Source: an optimization exercise on an open RTL-to-GDS flow (aim: small area, a short achievable clock period and few clock cycles). Production flows keep margins and buffers that such runs may drop.
In this exercise RTL edits were held to simulation tests only and were not proved equivalent to the original.
Power figures rest on the tool's default switching activity, not on a simulated workload.

Design fcodec, start of the top module:
module fcodec (
    input  wire        clk,
    input  wire        rst,
    input  wire        bus_req,
    input  wire        bus_we,
    input  wire [1:0]  bus_size,    
    input  wire [11:0] bus_addr,
    input  wire [31:0] bus_wdata,
    output wire        bus_ready,
    output reg  [31:0] bus_rdata,
    output wire        bus_err
);
    localparam [2:0] OP_NOP = 3'd0, OP_ENCODE = 3'd1, OP_DECODE = 3'd2, OP_VERIFY = 3'd3;
    localparam [3:0] ERR_OK = 4'd0, ERR_NAR = 4'd1, ERR_TRUNC = 4'd2, ERR_ILL = 4'd3;
    localparam [2:0] TAG_NONE = 3'd0, TAG_V = 3'd1, TAG_I = 3'd2, TAG_P = 3'd3,
                     TAG_STR = 3'd4, TAG_UNK = 3'd5;
    function [7:0] sum4;
        input [31:0] w;
        sum4 = w[7:0] + w[15:8] + w[23:16] + w[31:24];
    endfunction
    function prn;
        input [7:0] b;
        prn = (b >= 8'h20) && (b <= 8'h7E);
    endfunction
    function [2:0] pc4;
        input [31:0] w;
        pc4 = {2'd0, prn(w[7:0])} + {2'd0, prn(w[15:8])} +
              {2'd0, prn(w[23:16])} + {2'd0, prn(w[31:24])};
    endfunction
    function [6:0] inc7;
        input [6:0] a;
        integer n;
        begin
            for (n = 0; n < 7; n = n + 1)
                inc7[n] = a[n] ^ (&(a | ~((7'd1 << n) - 7'd1)));
        end
    endfunction
    function lt7;
        input [6:0] a, b;
        integer n;
        reg     eq;
        begin
            lt7 = 1'b0;
            eq  = 1'b1;
            for (n = 6; n >= 0; n = n - 1) begin
                lt7 = lt7 | (eq & !a[n] & b[n]);
                eq  = eq & (a[n] == b[n]);
            end
        end
    endfunction
    function [31:0] below;
        input [31:0] w;
        input [1:0]  n;
        below = w & ((32'd1 << (8 * n)) - 32'd1);
    endfunction
    reg  [2:0]  ctrl_op;
    reg  [1:0]  ctrl_sel;
    reg  [3:0]  st_err;
    reg         st_ok;
    reg         st_present;
    reg  [2:0]  st_lastop;
    reg  [31:0] enc_hdr;
    reg  [8:0]  tx_len;
    reg  [8:0]  rx_len;
    reg  [7:0]  res_reg;
    reg  [7:0]  res_len;
    reg  [2:0]  res_tag;
    reg  [31:0] res_val;
    reg  [8:0]  disp_len;
    reg  [7:0]  csum_calc;
    reg  [7:0]  csum_recv;
    reg  [32*65-1:0] tx_buf;
    reg  [32*65-1:0] rx_buf;
    reg  [28*64-1:0] disp_buf;
    reg  [6:0]  qa_tx, qa_rx;   reg [5:0] qa_dp;
    reg  [6:0]  qa1_tx, qa1_rx; reg [5:0] qa1_dp;    
  ...
export LEC_CHECK = 0
export CAP_MARGIN = 30
export CORE_MARGIN = 2
export CORE_UTILIZATION = 40
export CTS_CLUSTER_DIAMETER = 100
export CTS_CLUSTER_SIZE = 20
export PLACE_DENSITY = 0.5
export SETUP_SLACK_MARGIN = 5
export SLEW_MARGIN = 30
create_clock -name core_clock -period 12.0 [get_ports {clk}]
standard.sh (not shown) runs the stock make flow with config.mk's settings and CLKGATE_MAP_FILE= SYNTH_SCRIPT=/design/flow/synth_recipe.tcl, a recipe that flattens the netlist after the stock synthesis.
==> flow/flow/run.sh <==
#!/bin/bash
# Layout: the standard ORFS flow (standard.sh), with the bus pins kept
# together on the top edge (flow/io.tcl). ORFS writes each tool's output to
# its own logs (orfs/logs/...); make's output goes to make.log here.
set -euo pipefail
bash standard.sh finish IO_CONSTRAINTS="$PWD/flow/io.tcl" > make.log 2>&1
==> flow/flow/io.tcl <==
# Keep the bus pins together in the middle of the top edge, so that the
# read-data and handshake logic between them stays compact.
set die [ord::get_db_block]
set w [expr {[[$die getDieArea] dx] / [$die getDbUnitsPerMicron]}]
set lo [expr {int($w * 0.35)}]
set hi [expr {int($w * 0.65)}]
set_io_pin_constraint -region top:$lo-$hi -pin_names {bus_req bus_we bus_size[0] bus_size[1] bus_addr[0] bus_addr[1] bus_addr[2] bus_addr[3] bus_addr[4] bus_addr[5] bus_addr[6] bus_addr[7] bus_addr[8] bus_addr[9] bus_addr[10] bus_addr[11] bus_rdata[0] bus_rdata[1] bus_rdata[2] bus_rdata[3] bus_rdata[4] bus_rdata[5] bus_rdata[6] bus_rdata[7] bus_rdata[8] bus_rdata[9] bus_rdata[10] bus_rdata[11] bus_rdata[12] bus_rdata[13] bus_rdata[14] bus_rdata[15] bus_rdata[16] bus_rdata[17] bus_rdata[18] bus_rdata[19] bus_rdata[20] bus_rdata[21] bus_rdata[22] bus_rdata[23] bus_rdata[24] bus_rdata[25] bus_rdata[26] bus_rdata[27] bus_rdata[28] bus_rdata[29] bus_rdata[30] bus_rdata[31] bus_ready bus_err bus_wdata[0] bus_wdata[1] bus_wdata[2] bus_wdata[3] bus_wdata[4] bus_wdata[5] bus_wdata[6] bus_wdata[7] bus_wdata[8] bus_wdata[9] bus_wdata[10] bus_wdata[11] bus_wdata[12] bus_wdata[13] bus_wdata[14] bus_wdata[15] bus_wdata[16] bus_wdata[17] bus_wdata[18] bus_wdata[19] bus_wdata[20] bus_wdata[21] bus_wdata[22] bus_wdata[23] bus_wdata[24] bus_wdata[25] bus_wdata[26] bus_wdata[27] bus_wdata[28] bus_wdata[29] bus_wdata[30] bus_wdata[31]}
Testbench counts at the start, summed over its fixed seeds: cycles 138,024.
Then changed:
==> flow/run.sh (new file) <==
#!/bin/bash
# synth_recipe.tcl (not shown) runs the flow's synth.tcl, then flattens the netlist and writes it again
# the make line also repeats each setting of config.mk as NAME=value (left out here)
make -C /OpenROAD-flow-scripts/flow DESIGN_CONFIG=/design/flow/config.mk WORK_HOME=/design/flow/orfs CLKGATE_MAP_FILE= SYNTH_SCRIPT=/design/flow/synth_recipe.tcl finish
Settings changed: CORE_UTILIZATION 40 to 47, PLACE_DENSITY 0.5 to 0.58.
removed: flow/flow/run.sh
removed: flow/flow/io.tcl
removed: flow/standard.sh
Outcome: Synthesized cell count is unchanged. Core utilization climbs by 7.8 points. Global-route usage climbs by 6.0 points. Cell area drops by 0.66%. Maximum frequency drops by 1.8%. Hold slack got worse by 4.7 ps. Via count climbs by 2.6%. First-iteration DRC count climbs by 15%. Sequential power stays flat. Worst setup slack got worse by 130 ps. Non-clock buffer count drops by 37.
Then changed:
Settings changed: CORE_UTILIZATION 47 to 40, GPL_ROUTABILITY_DRIVEN set to 0, PLACE_DENSITY 0.58 to 0.5.
The changed run ran to the end with no violations.
Sequential power barely changes.
First-iteration DRC count shrinks by a few percent.
Design area hardly moves.
Then changed:
Settings changed: GPL_ROUTABILITY_DRIVEN 0 to not set.
After rerunning: Worst hold slack is better by 7.6 ps; via count stays flat; area after synthesis is unchanged; clock skew falls by 20 ps; power rises by 0.65%; clock power barely changes; combinational power rises by about 2%; clock-buffer cell count falls by 10.
Then changed:
Settings changed: CAP_MARGIN 30 to 40, SLEW_MARGIN 30 to 65.
Worst setup slack is better by 290 ps. Cell area rose by about 3.6%. Routed wire length barely changes. First-iteration DRC count fell by 4.3%. Maximum frequency rose by 4.0%.

========
v6:
fcodec, a different RTL version from the one above (not shown whole).
Size: roughly 17000 cells after synthesis, about 6500 flip-flops, ~260000 sq um of cells after synthesis.
// fcodec
module fcodec (
    input  wire        clk,
    input  wire        rst,
    input  wire        bus_req,
    input  wire        bus_we,
    input  wire [1:0]  bus_size,    
    input  wire [11:0] bus_addr,
    input  wire [31:0] bus_wdata,
    output wire        bus_ready,
    output reg  [31:0] bus_rdata,
    output wire        bus_err
);
    localparam [2:0] OP_NOP = 3'd0, OP_ENCODE = 3'd1, OP_DECODE = 3'd2, OP_VERIFY = 3'd3;
    localparam [3:0] ERR_OK = 4'd0, ERR_NAR = 4'd1, ERR_TRUNC = 4'd2, ERR_ILL = 4'd3;
    localparam [2:0] TAG_NONE = 3'd0, TAG_V = 3'd1, TAG_I = 3'd2, TAG_P = 3'd3,
                     TAG_STR = 3'd4, TAG_UNK = 3'd5;
    function [7:0] sum4;
        input [31:0] w;
        sum4 = w[7:0] + w[15:8] + w[23:16] + w[31:24];
    endfunction
    function prn;
        input [7:0] b;
        prn = (b >= 8'h20) && (b <= 8'h7E);
    endfunction
    function [2:0] pc4;
        input [31:0] w;
        pc4 = {2'd0, prn(w[7:0])} + {2'd0, prn(w[15:8])} +
              {2'd0, prn(w[23:16])} + {2'd0, prn(w[31:24])};
    endfunction
    function [6:0] inc7;
        input [6:0] a;
        integer n;
        begin
            for (n = 0; n < 7; n = n + 1)
                inc7[n] = a[n] ^ (&(a | ~((7'd1 << n) - 7'd1)));
        end
    endfunction
    function lt7;
        input [6:0] a, b;
        integer n;
        reg     eq;
        begin
            lt7 = 1'b0;
            eq  = 1'b1;
            for (n = 6; n >= 0; n = n - 1) begin
                lt7 = lt7 | (eq & !a[n] & b[n]);
                eq  = eq & (a[n] == b[n]);
            end
        end
    endfunction
    function [31:0] below;
        input [31:0] w;
        input [1:0]  n;
        below = w & ((32'd1 << (8 * n)) - 32'd1);
    endfunction
    reg  [2:0]  ctrl_op;
    reg  [1:0]  ctrl_sel;
    reg  [3:0]  st_err;
    reg         st_ok;
    reg         st_present;
    reg  [2:0]  st_lastop;
    reg  [31:0] enc_hdr;
    reg  [8:0]  tx_len;
    reg  [8:0]  rx_len;
    reg  [7:0]  res_reg;
    reg  [7:0]  res_len;
    reg  [2:0]  res_tag;
    reg  [31:0] res_val;
    reg  [8:0]  disp_len;
    reg  [7:0]  csum_calc;
    reg  [7:0]  csum_recv;
    reg  [32*65-1:0] tx_buf;
    reg  [32*65-1:0] rx_buf;
    reg  [28*64-1:0] disp_buf;
    reg  [6:0]  qa_tx, qa_rx;   reg [5:0] qa_dp;
  ...
==> flow/config.mk <==
export PLATFORM = sky130hd
export DESIGN_NAME = fcodec
export DESIGN_NICKNAME = fcodec
export VERILOG_FILES = /design/flow/design.v
export SDC_FILE = /design/flow/constraint.sdc
export NUM_CORES = 8
export LEC_CHECK = 0
export CAP_MARGIN = 30
export CORE_MARGIN = 2
export CORE_UTILIZATION = 40
export CTS_CLUSTER_DIAMETER = 100
export CTS_CLUSTER_SIZE = 20
export PLACE_DENSITY = 0.5
export SETUP_SLACK_MARGIN = 5
export SLEW_MARGIN = 30
==> flow/constraint.sdc <==
create_clock -name core_clock -period 12.0 [get_ports {clk}]
set_input_delay 2.4000 -clock core_clock [delete_from_list [all_inputs] [get_ports {clk}]]
set_output_delay 2.4000 -clock core_clock [all_outputs]
set_load 0.01 [all_outputs]
==> flow/flow/run.sh <==
#!/bin/bash
# Layout: the standard ORFS flow (standard.sh), with timing-driven global
# placement weighting the most critical nets more strongly. ORFS writes each
# tool's output to its own logs (orfs/logs/...); make's output goes to
# make.log here.
set -euo pipefail
bash standard.sh finish \
  "GLOBAL_PLACEMENT_ARGS=-timing_driven_net_weight_max 10 -timing_driven_nets_percentage 3" \
  > make.log 2>&1
Testbench counts of v6, summed over its fixed seeds: cycles 138,024.
Input-level comparison between v7 and v6:
==> flow/flow/run.sh <==
#!/bin/bash
# Layout: the standard ORFS flow (standard.sh) with two changes: the bus
# pins are kept together on the top edge (flow/io.tcl), and timing-driven
# global placement weights the most critical nets more strongly. ORFS writes
# each tool's output to its own logs (orfs/logs/...); make's output goes to
# make.log here.
set -euo pipefail
bash standard.sh finish \
  IO_CONSTRAINTS="$PWD/flow/io.tcl" \
  "GLOBAL_PLACEMENT_ARGS=-timing_driven_net_weight_max 5 -timing_driven_nets_percentage 5" \
  > make.log 2>&1
==> flow/flow/io.tcl (new file) <==
# Keep the bus pins together in the middle of the top edge, so that the
# read-data and handshake logic between them stays compact.
set die [ord::get_db_block]
set w [expr {[[$die getDieArea] dx] / [$die getDbUnitsPerMicron]}]
set lo [expr {int($w * 0.35)}]
set hi [expr {int($w * 0.65)}]
set_io_pin_constraint -region top:$lo-$hi -pin_names {bus_req bus_we bus_size[0] bus_size[1] bus_addr[0] bus_addr[1] bus_addr[2] bus_addr[3] bus_addr[4] bus_addr[5] bus_addr[6] bus_addr[7] bus_addr[8] bus_addr[9] bus_addr[10] bus_addr[11] bus_rdata[0] bus_rdata[1] bus_rdata[2] bus_rdata[3] bus_rdata[4] bus_rdata[5] bus_rdata[6] bus_rdata[7] bus_rdata[8] bus_rdata[9] bus_rdata[10] bus_rdata[11] bus_rdata[12] bus_rdata[13] bus_rdata[14] bus_rdata[15] bus_rdata[16] bus_rdata[17] bus_rdata[18] bus_rdata[19] bus_rdata[20] bus_rdata[21] bus_rdata[22] bus_rdata[23] bus_rdata[24] bus_rdata[25] bus_rdata[26] bus_rdata[27] bus_rdata[28] bus_rdata[29] bus_rdata[30] bus_rdata[31] bus_ready bus_err bus_wdata[0] bus_wdata[1] bus_wdata[2] bus_wdata[3] bus_wdata[4] bus_wdata[5] bus_wdata[6] bus_wdata[7] bus_wdata[8] bus_wdata[9] bus_wdata[10] bus_wdata[11] bus_wdata[12] bus_wdata[13] bus_wdata[14] bus_wdata[15] bus_wdata[16] bus_wdata[17] bus_wdata[18] bus_wdata[19] bus_wdata[20] bus_wdata[21] bus_wdata[22] bus_wdata[23] bus_wdata[24] bus_wdata[25] bus_wdata[26] bus_wdata[27] bus_wdata[28] bus_wdata[29] bus_wdata[30] bus_wdata[31]}
Results
- Global-route usage over all layers was higher in v6 than in v7.
- Final cell area excluding filler cells: v7 vs v6, no meaningful difference
- Headroom to the max-slew limit: higher on v7
- Comparing v7 with v6, the final cell count came out essentially unchanged.
- v7 vs v6: global-route wire length before repair down slightly
- The buffer count excluding the clock tree in the final layout reported for v7 is greater than that of v6 by 7.
- The final worst-path cycle share was comparable across v6 and v7.
- v7 vs. v6: setup skew after layout went up by 0.018 ns.

## port drivers added, routing unchanged
How much do the figures lean on ideal ports? The routed layouts below were timed once more, with nothing changed but the port constraints.
Step 1: set_driving_cell puts a clkbuf_16 on clk and a buf_2 on each other input, an assumption about the parent block.
Step 2 times the ports against the registers' clock, not the clock port: input delays grow and output delays shrink by t, the midpoint of the rising clock arrivals with the driver on.
Slacks: no drivers / after step 1 / after step 2; pairs: no drivers / after step 1.
run | t, ns | setup slack, ns | worst hold slack (ns) | worst data-port slew with drivers (ns) | cell pins on the clock port's net
the first run of note 1 | 1.217 | 4.600 / 4.332 / 3.560 | 0.452 / 0.452 / 0.452 | 0.29 | 1
the second run of note 1 | 1.226 | 4.466 / 4.145 / 3.521 | 0.447 / 0.447 / 0.447 | 0.44 | 1
the third run of note 1 | 1.240 | 4.450 / 4.186 / 3.473 | 0.442 / 0.442 / 0.442 | 0.41 | 1
the fourth run of note 1 | 1.237 | 4.536 / 4.379 / 3.595 | 0.450 / 0.450 / 0.450 | 0.45 | 1
the fifth run of note 1 | 1.230 | 4.823 / 4.640 / 3.676 | 0.440 / 0.440 / 0.440 | 0.43 | 1
v6 | 1.229 | 4.615 / 4.188 / 3.383 | 0.462 / 0.462 / 0.462 | 0.52 | 1
v7 | 1.217 | 4.622 / 4.418 / 3.635 | 0.459 / 0.459 / 0.459 | 0.24 | 1
After both steps every run listed still meets setup and hold. For v6, which loses most, drivers alone change the setup slack by -0.427 ns; drivers and shift together by -1.232 ns.
